Background: an optimization exercise with open tools, aiming at small area. Do not read the settings as production practice.
No functional check of the RTL was part of this run.
Power figures rest on the tool's default switching activity, not on a simulated workload.

==> design/flow/design.v <==
module zwdec #(
    parameter SETTLE_TICKS    = 4,
    parameter STROBE_WAIT_MAX = 100,
    parameter STROBE_MAX      = 40,
    parameter EDGE_WAIT_MAX   = 40
) (
    input  wire               clk,
    input  wire               rst,         
    input  wire               start,       
    input  wire               zw_in,       
    input  wire        [3:0]  thr_num,     
    input  wire        [3:0]  thr_den,
    input  wire        [3:0]  up_num,      
    input  wire        [3:0]  up_den,
    input  wire       [11:0]  scale_num,   
    input  wire       [11:0]  scale_den,
    input  wire signed [11:0] offset,      
    input  wire signed [11:0] tmin,        
    input  wire signed [11:0] tmax,        
    output wire               busy,
    output wire               done,
    output wire               valid,
    output wire        [2:0]  status,
    output wire       [15:0]  raw,
    output wire signed [31:0] temp_num,    
    output wire               vdd_en
);
    localparam [2:0] P_IDLE     = 3'd0,
                     P_SETTLE   = 3'd1,
                     P_WAIT_STB = 3'd2,
                     P_MEAS_STB = 3'd3,
                     P_START_HI = 3'd4,
                     P_CELL_LO  = 3'd5,
                     P_CELL_HI  = 3'd6;
    localparam [2:0] S_NONE      = 3'd0,
                     S_OK        = 3'd1,
                     S_TIMEOUT   = 3'd2,
                     S_BAD_STB   = 3'd3,
                     S_BAD_BIT   = 3'd4,
                     S_PARITY    = 3'd5,
                     S_OUT_RANGE = 3'd6;
    reg        [2:0]  phase;
    reg        [3:0]  nbits;
    reg               nword;
    reg        [7:0]  cnt;
    reg        [7:0]  t;
    reg        [8:0]  sh;
    reg        [7:0]  byte_hi;
    reg       [15:0]  raw_q;
    reg signed [31:0] temp_q;
    reg        [2:0]  status_q;
    reg               pwr;
    assign busy     = (phase != P_IDLE);
    assign done     = (phase == P_IDLE) && (status_q != S_NONE);
    assign valid    = (phase == P_IDLE) && (status_q == S_OK);
    assign status   = status_q;
    assign raw      = raw_q;
    assign temp_num = temp_q;
    assign vdd_en   = pwr;
    wire [8:0]  h          = {1'b0, cnt} + 9'd1;    
    wire [12:0] h_up       = h * up_den;
    wire [12:0] t_up       = up_num * t;
    wire        too_long   = (h_up >= t_up);        
    wire [12:0] hi_thr     = cnt * thr_den;
    wire [12:0] t_thr      = thr_num * t;
    wire        bit_val    = (hi_thr >= t_thr);     
    wire [8:0]  word       = {sh[7:0], bit_val};
    wire        parity_ok  = ^word;                 
    wire        [15:0] raw_new    = {byte_hi, word[8:1]};
    wire signed [12:0] sden       = $signed({1'b0, scale_den});
    wire signed [12:0] snum       = $signed({1'b0, scale_num});
    wire signed [31:0] raw_scaled = $signed({1'b0, raw_new}) * snum;
    wire signed [31:0] off_scaled = offset * sden;
    wire signed [31:0] tn         = raw_scaled - off_scaled;
    wire signed [31:0] lo_bound   = tmin * sden;
    wire signed [31:0] hi_bound   = tmax * sden;
    wire               in_range   = (tn >= lo_bound) && (tn <= hi_bound);
    always @(posedge clk) begin
        if (rst) begin
            phase    <= P_IDLE;
            nbits    <= 4'd0;
            nword    <= 1'b0;
            cnt      <= 8'd0;
            t        <= 8'd0;
            sh       <= 9'd0;
            byte_hi  <= 8'd0;
            raw_q    <= 16'd0;
            temp_q   <= 32'sd0;
            status_q <= S_NONE;
            pwr      <= 1'b0;
        end else begin
            case (phase)
                P_IDLE: begin
                    if (start) begin
                        status_q <= S_NONE;
                        cnt      <= 8'd0;
                        t        <= 8'd0;
                        sh       <= 9'd0;
                        nbits    <= 4'd0;
                        nword    <= 1'b0;
                        byte_hi  <= 8'd0;
                        raw_q    <= 16'd0;
                        temp_q   <= 32'sd0;
                        pwr      <= 1'b1;
                        phase    <= P_SETTLE;
                    end
                end
                P_SETTLE: begin
                    if (cnt == SETTLE_TICKS - 1) begin
                        cnt   <= 8'd0;
                        phase <= P_WAIT_STB;
                    end else begin
                        cnt <= cnt + 8'd1;
                    end
                end
                P_WAIT_STB: begin
                    if (!zw_in) begin
                        cnt   <= 8'd0;
                        phase <= P_MEAS_STB;
                    end else if (cnt == STROBE_WAIT_MAX - 1) begin
                        status_q <= S_TIMEOUT;
                        phase    <= P_IDLE;
                        cnt      <= 8'd0;
                        pwr      <= 1'b0;
                    end else begin
                        cnt <= cnt + 8'd1;
                    end
                end
                P_MEAS_STB: begin
                    if (!zw_in) begin
                        if (cnt == STROBE_MAX - 1) begin
                            status_q <= S_TIMEOUT;
                            phase    <= P_IDLE;
                            cnt      <= 8'd0;
                            pwr      <= 1'b0;
                        end else begin
                            cnt <= cnt + 8'd1;
                        end
                    end else if (cnt == 8'd0) begin
                        status_q <= S_BAD_STB;
                        phase    <= P_IDLE;
                        pwr      <= 1'b0;
                    end else begin
                        t     <= cnt;
                        cnt   <= 8'd0;
                        phase <= P_START_HI;
                    end
                end
                P_START_HI: begin
                    if (zw_in) begin
                        if (cnt == EDGE_WAIT_MAX - 1) begin
                            status_q <= S_TIMEOUT;
                            phase    <= P_IDLE;
                            cnt      <= 8'd0;
                            pwr      <= 1'b0;
                        end else begin
                            cnt <= cnt + 8'd1;
                        end
                    end else begin
                        cnt   <= 8'd0;
                        phase <= P_CELL_LO;
                    end
                end
                P_CELL_LO: begin
                    if (!zw_in) begin
                        if (cnt == EDGE_WAIT_MAX - 1) begin
                            status_q <= S_TIMEOUT;
                            phase    <= P_IDLE;
                            cnt      <= 8'd0;
                            pwr      <= 1'b0;
                        end else begin
                            cnt <= cnt + 8'd1;
                        end
                    end else begin
                        cnt   <= 8'd0;
                        phase <= P_CELL_HI;
                    end
                end
                P_CELL_HI: begin
                    if (zw_in) begin
                        if (too_long) begin
                            status_q <= S_BAD_BIT;
                            phase    <= P_IDLE;
                            cnt      <= 8'd0;
                            pwr      <= 1'b0;
                        end else begin
                            cnt <= h[7:0];
                        end
                    end else begin
                        sh  <= word;
                        cnt <= 8'd0;
                        if (nbits != 4'd8) begin
                            nbits <= nbits + 4'd1;
                            phase <= P_CELL_LO;
                        end else begin
                            nbits <= 4'd0;
                            if (!parity_ok) begin
                                status_q <= S_PARITY;
                                phase    <= P_IDLE;
                                pwr      <= 1'b0;
                            end else if (!nword) begin
                                byte_hi <= word[8:1];
                                nword   <= 1'b1;
                                phase   <= P_CELL_LO;
                            end else begin
                                raw_q    <= raw_new;
                                temp_q   <= tn;
                                status_q <= in_range ? S_OK : S_OUT_RANGE;
                                phase    <= P_IDLE;
                                pwr      <= 1'b0;
                            end
                        end
                    end
                end
                default: begin
                    phase <= P_IDLE;
                    cnt   <= 8'd0;
                    pwr   <= 1'b0;
                end
            endcase
        end
    end
endmodule
==> design/flow/run.sh <==
#!/bin/bash
# synth_recipe.tcl (not shown) runs the flow's synth.tcl, then flattens the netlist and writes it again
# the make line also repeats each setting of config.mk as NAME=value (left out here)
make -C /OpenROAD-flow-scripts/flow DESIGN_CONFIG=/design/flow/config.mk WORK_HOME=/design/flow/orfs CLKGATE_MAP_FILE= SYNTH_SCRIPT=/design/flow/synth_recipe.tcl finish
==> design/flow/config.mk <==
export PLATFORM = sky130hd
export DESIGN_NAME = zwdec
export DESIGN_NICKNAME = zwdec
export VERILOG_FILES = /design/flow/design.v
export SDC_FILE = /design/flow/constraint.sdc
export NUM_CORES = 4
export LEC_CHECK = 0
export CAP_MARGIN = 20
export CORE_MARGIN = 2
export CORE_UTILIZATION = 40
export PLACE_DENSITY = 0.6
export SLEW_MARGIN = 20
==> design/flow/constraint.sdc <==
create_clock -name core_clock -period 13.0 [get_ports {clk}]
set_input_delay 2.6000 -clock core_clock [delete_from_list [all_inputs] [get_ports {clk}]]
set_output_delay 2.6000 -clock core_clock [all_outputs]
set_load 0.01 [all_outputs]
==> flow_metrics.tcl <==
set metrics [dict create \
    cp.arrival_ps 12290 \
    ys_seq_elements 90 \
    finalNetCount 4759 \
    hold_viol 0 \
    portBuffers 134 \
    irDropWorstVdd_mv 0.695 \
    critPathLaunch "scale_num[8]" \
    initial_core_util_pct 40.2 \
    cts_resized 0 \
    critPathKind "in -> reg" \
    slowest_delay_ps 680 \
    synth_top_area_cell "fa_1" \
    post-place-ws_ps 289 \
    synth_common_cells "inv_1, nand2_1, fa_1" \
    tritoncts "done" \
    die_width_um 282 \
    overflow 0 \
    fin_crit_ps 12100 \
    worst-r2r-cell-count 34 \
    holdPathEnd "raw_q[7]$_SDFFE_PP0P_" \
    setup_ws_ps 901 \
    crit_fanout 9 \
    cap_violations 0 \
    wire_per_inst_um 16.9 \
    ant_nets 0 \
    htreeDepth 3 \
    max_freq_mhz 82.7 \
    dieArea_mm2 0.0798 \
    synth.most_common_cell "inv_1" \
    routed_wl_um 80000 \
    yosys.area.top_type_share_pct 33.1 \
    start_kind "input port" \
    crit_path_end_kind "register" \
    worstSkewPairLatency_ps 350 \
    slowest_stage "clkdlybuf4s50_1" \
    drt_iter0_markers 1225 \
    r2r_start "sh[7]$_SDFFE_PP0P_" \
    timing.rr.end "status_q[2]$_SDFFE_PP0P_" \
    gp_congestion 0.861 \
    antenna_found_initial 1 \
    die_h_um 282 \
    clk_pin_slew_ps 60 \
    synth_area_leaders "fa_1, ha_1, inv_1" \
    final_max_slew_viol_count 0 \
    synthArstFlopShare_pct 0 \
    pin_count 135 \
    finalNonFillerCells 4747 \
    grt_start_max_net_pins 71 \
    rsz0062_at_grt "no" \
    finalSetupTns_ps 0 \
    drc 0 \
    yosys_warnings 1 \
    cts_setup_buffers 0 \
    tightest_slew_ps 1080 \
    vias_per_cell 5.11 \
    syn_avg_cell_area_um2 8.39 \
    fin_crit_sh_pct 93.1 \
    row_count 102 \
    vias 24300 \
    status "no timing/DRC/antenna violations" \
    grt_pass1_vias 25700 \
    synthCells 3698 \
    ys_seq_area_share_pct 5.81 \
    synth-edff-count 0 \
    hold_start "raw_q[7]$_SDFFE_PP0P_" \
    area_growth_pct 8.13 \
    clockBufferDepth 2 \
    ys_types 77 \
    synth_ff_type "dfxtp_1" \
    cp.required_ps 13200 \
    cts_buffers 9 \
    cts_hold_buf 0 \
    dp_cells 4729 \
    syn-cell-area_mm2 0.0310 \
    leakage_nw 16.9 \
    synth_nets 4757 \
    min_path_cells 2 \
    clock_sinks 90 \
    max_slew_margin_pct 27.5 \
    hold_path_class "reg -> reg" \
    cts_root_buf "clkbuf_16" \
    power_w 0.00814 \
    setup_viol 0 \
    fin_skew_ps 8.64 \
    regToRegSetupSlack_ps 2910 \
    grt_pass1_wl_um 135000 \
    layout-drive-gt1-share_pct 2.05 \
    coreArea_mm2 0.0771 \
    p_per_area_mw_per_mm2 243 \
    place.detailed.hpwl_um 65500 \
    drt-pass1-iter-count 5 \
    path_common_cell "fa_1" \
    grt_usage_pct 21.1 \
]
where the power goes:
part,total [W],switching [W],internal [W],leakage (nW)
clock,0.000274,0.000114,0.000160,0.152
sequential,0.000316,0.0000305,0.000285,0.726
combinational,0.00755,0.00467,0.00288,16.0
total,0.00814,0.00482,0.00332,16.9
registers in the layout, summed over array words and instances (netlist names), 3 cells and up:
signal / count
phase: 3
nbits: 4
byte_hi: 8
t: 8
temp_q: 30
status_q: 3
sh: 8
raw_q: 16
cnt: 8
area by class of cell:
| cell class | instances | area, um2 |
|---|---|---|
| Antenna cell | 2 | 5.00 |
| Clock buffer | 11 | 253 |
| Clock inverter | 5 | 60.1 |
| Fill cell | 7821 | 43500 |
| Inverter | 688 | 2590 |
| Multi-Input combinational cell | 2746 | 25900 |
| Sequential cell | 90 | 1800 |
| Tap cell | 1040 | 1300 |
| Timing Repair Buffer | 165 | 1580 |
critical path, delay by kind of cell:
family	cells	cell delay, ps
compound gates	12	2510
simple gates	9	1790
fa+ha+maj	9	3870
buf+inv	3	980
xor+xnor	2	540
metal layers:
metal  track usage (%)  vias to the layer above  wire, um
met3              2.77                       79      4020
met4              4.27                        2      1470
met5                 0                        -        13
met1              28.2                    12100     35700
li1                  -                    11600         -
met2              36.4                      456     38800
cell families (layout without fill, tap and decap cells):
kind of cell | count (synthesis) | in the layout | share of synthesized area, %
other cells | 0 | 2 | 0
compound gates | 439 | 439 | 9.02
flops | 90 | 90 | 5.81
mux | 1 | 1 | 0.0323
buf+inv | 862 | 869 | 10.6
fa+ha+maj | 979 | 979 | 51.9
simple gates | 1197 | 1197 | 19.0
xor+xnor | 130 | 130 | 3.70
how the worst max path moves through the flow:
| stage | to | slack (ps) |
|---|---|---|
| 5_1_grt | status_q[2]$_SDFFE_PP0P_ | 70 |
| 3_5_place_dp | status_q[2]$_SDFFE_PP0P_ | 290 |
| 6_report | status_q[2]$_SDFFE_PP0P_ | 900 |
| 3_3_place_gp | status_q[2]$_SDFFE_PP0P_ | 490 |
| 4_1_cts | status_q[2]$_SDFFE_PP0P_ | 670 |
| 2_1_floorplan | status_q[2]$_SDFFE_PP0P_ | 1800 |
stage by stage:
stage / utilization, % / hold WS [ps] / cell area [um2]
floorplan: - / 455 / 31000
global placement: 43.1 / 437 / 33200
detailed placement: 43.1 / 448 / 33200
CTS: 43.5 / 459 / 33500
global route: 43.5 / 480 / 33500
finish: 43.5 / 452 / 33500
layout by cell type, fill, tap and decap left out, types with 6 or more instances in the layout:
cell type | netlist | routed
inv_1 | 687 | 687
nand2_1 | 522 | 522
fa_1 | 513 | 513
ha_1 | 466 | 466
and2_1 | 313 | 313
a21oi_1 | 172 | 172
clkdlybuf4s50_1 | 0 | 128
nor2_1 | 109 | 108
dfxtp_1 | 90 | 90
nand3_1 | 77 | 77
xnor2_1 | 75 | 74
o21ai_0 | 65 | 65
xor2_1 | 54 | 54
a21o_1 | 43 | 43
nand2b_1 | 38 | 38
nor3_1 | 31 | 31
buf_4 | 3 | 31
a22oi_1 | 23 | 23
nor2b_1 | 22 | 22
o21bai_1 | 22 | 22
a211oi_1 | 19 | 19
nand4_1 | 18 | 18
or3_1 | 14 | 14
o21a_1 | 11 | 11
a31oi_1 | 10 | 10
and3_1 | 9 | 9
o211ai_1 | 9 | 9
clkbuf_16 | 0 | 9
or2_2 | 7 | 7
o31ai_1 | 6 | 6
nor3b_1 | 6 | 6

==> re-timing with driven ports <==
The flow's constraints put no driver on any port. The routed layout listed below was extracted and timed again, unchanged, in two steps. Step 1 sets driving cells, clkbuf_16 on the clock port and buf_2 on the other inputs (assumed; they add their load-dependent delay and slew). Step 2 adds t to the input delays and takes it off the output delays; t is the mean of the earliest and latest rising clock arrival at the registers after step 1. Input paths then give back, and output paths get back, about the clock's delay inside the block. Slacks: ideal ports / drivers / drivers and shift; pairs: ideal ports / drivers.
t (ns): 0.374
setup slack, ns: 0.901 / 0.908 / 0.534
latest minus earliest clock arrival (ns): 0.009 / 0.009
worst register clock-pin slew, ns: 0.07 / 0.07
After both steps this run still meets setup and hold. For this run, drivers alone change the setup slack by +0.007 ns; drivers and shift together by -0.367 ns.
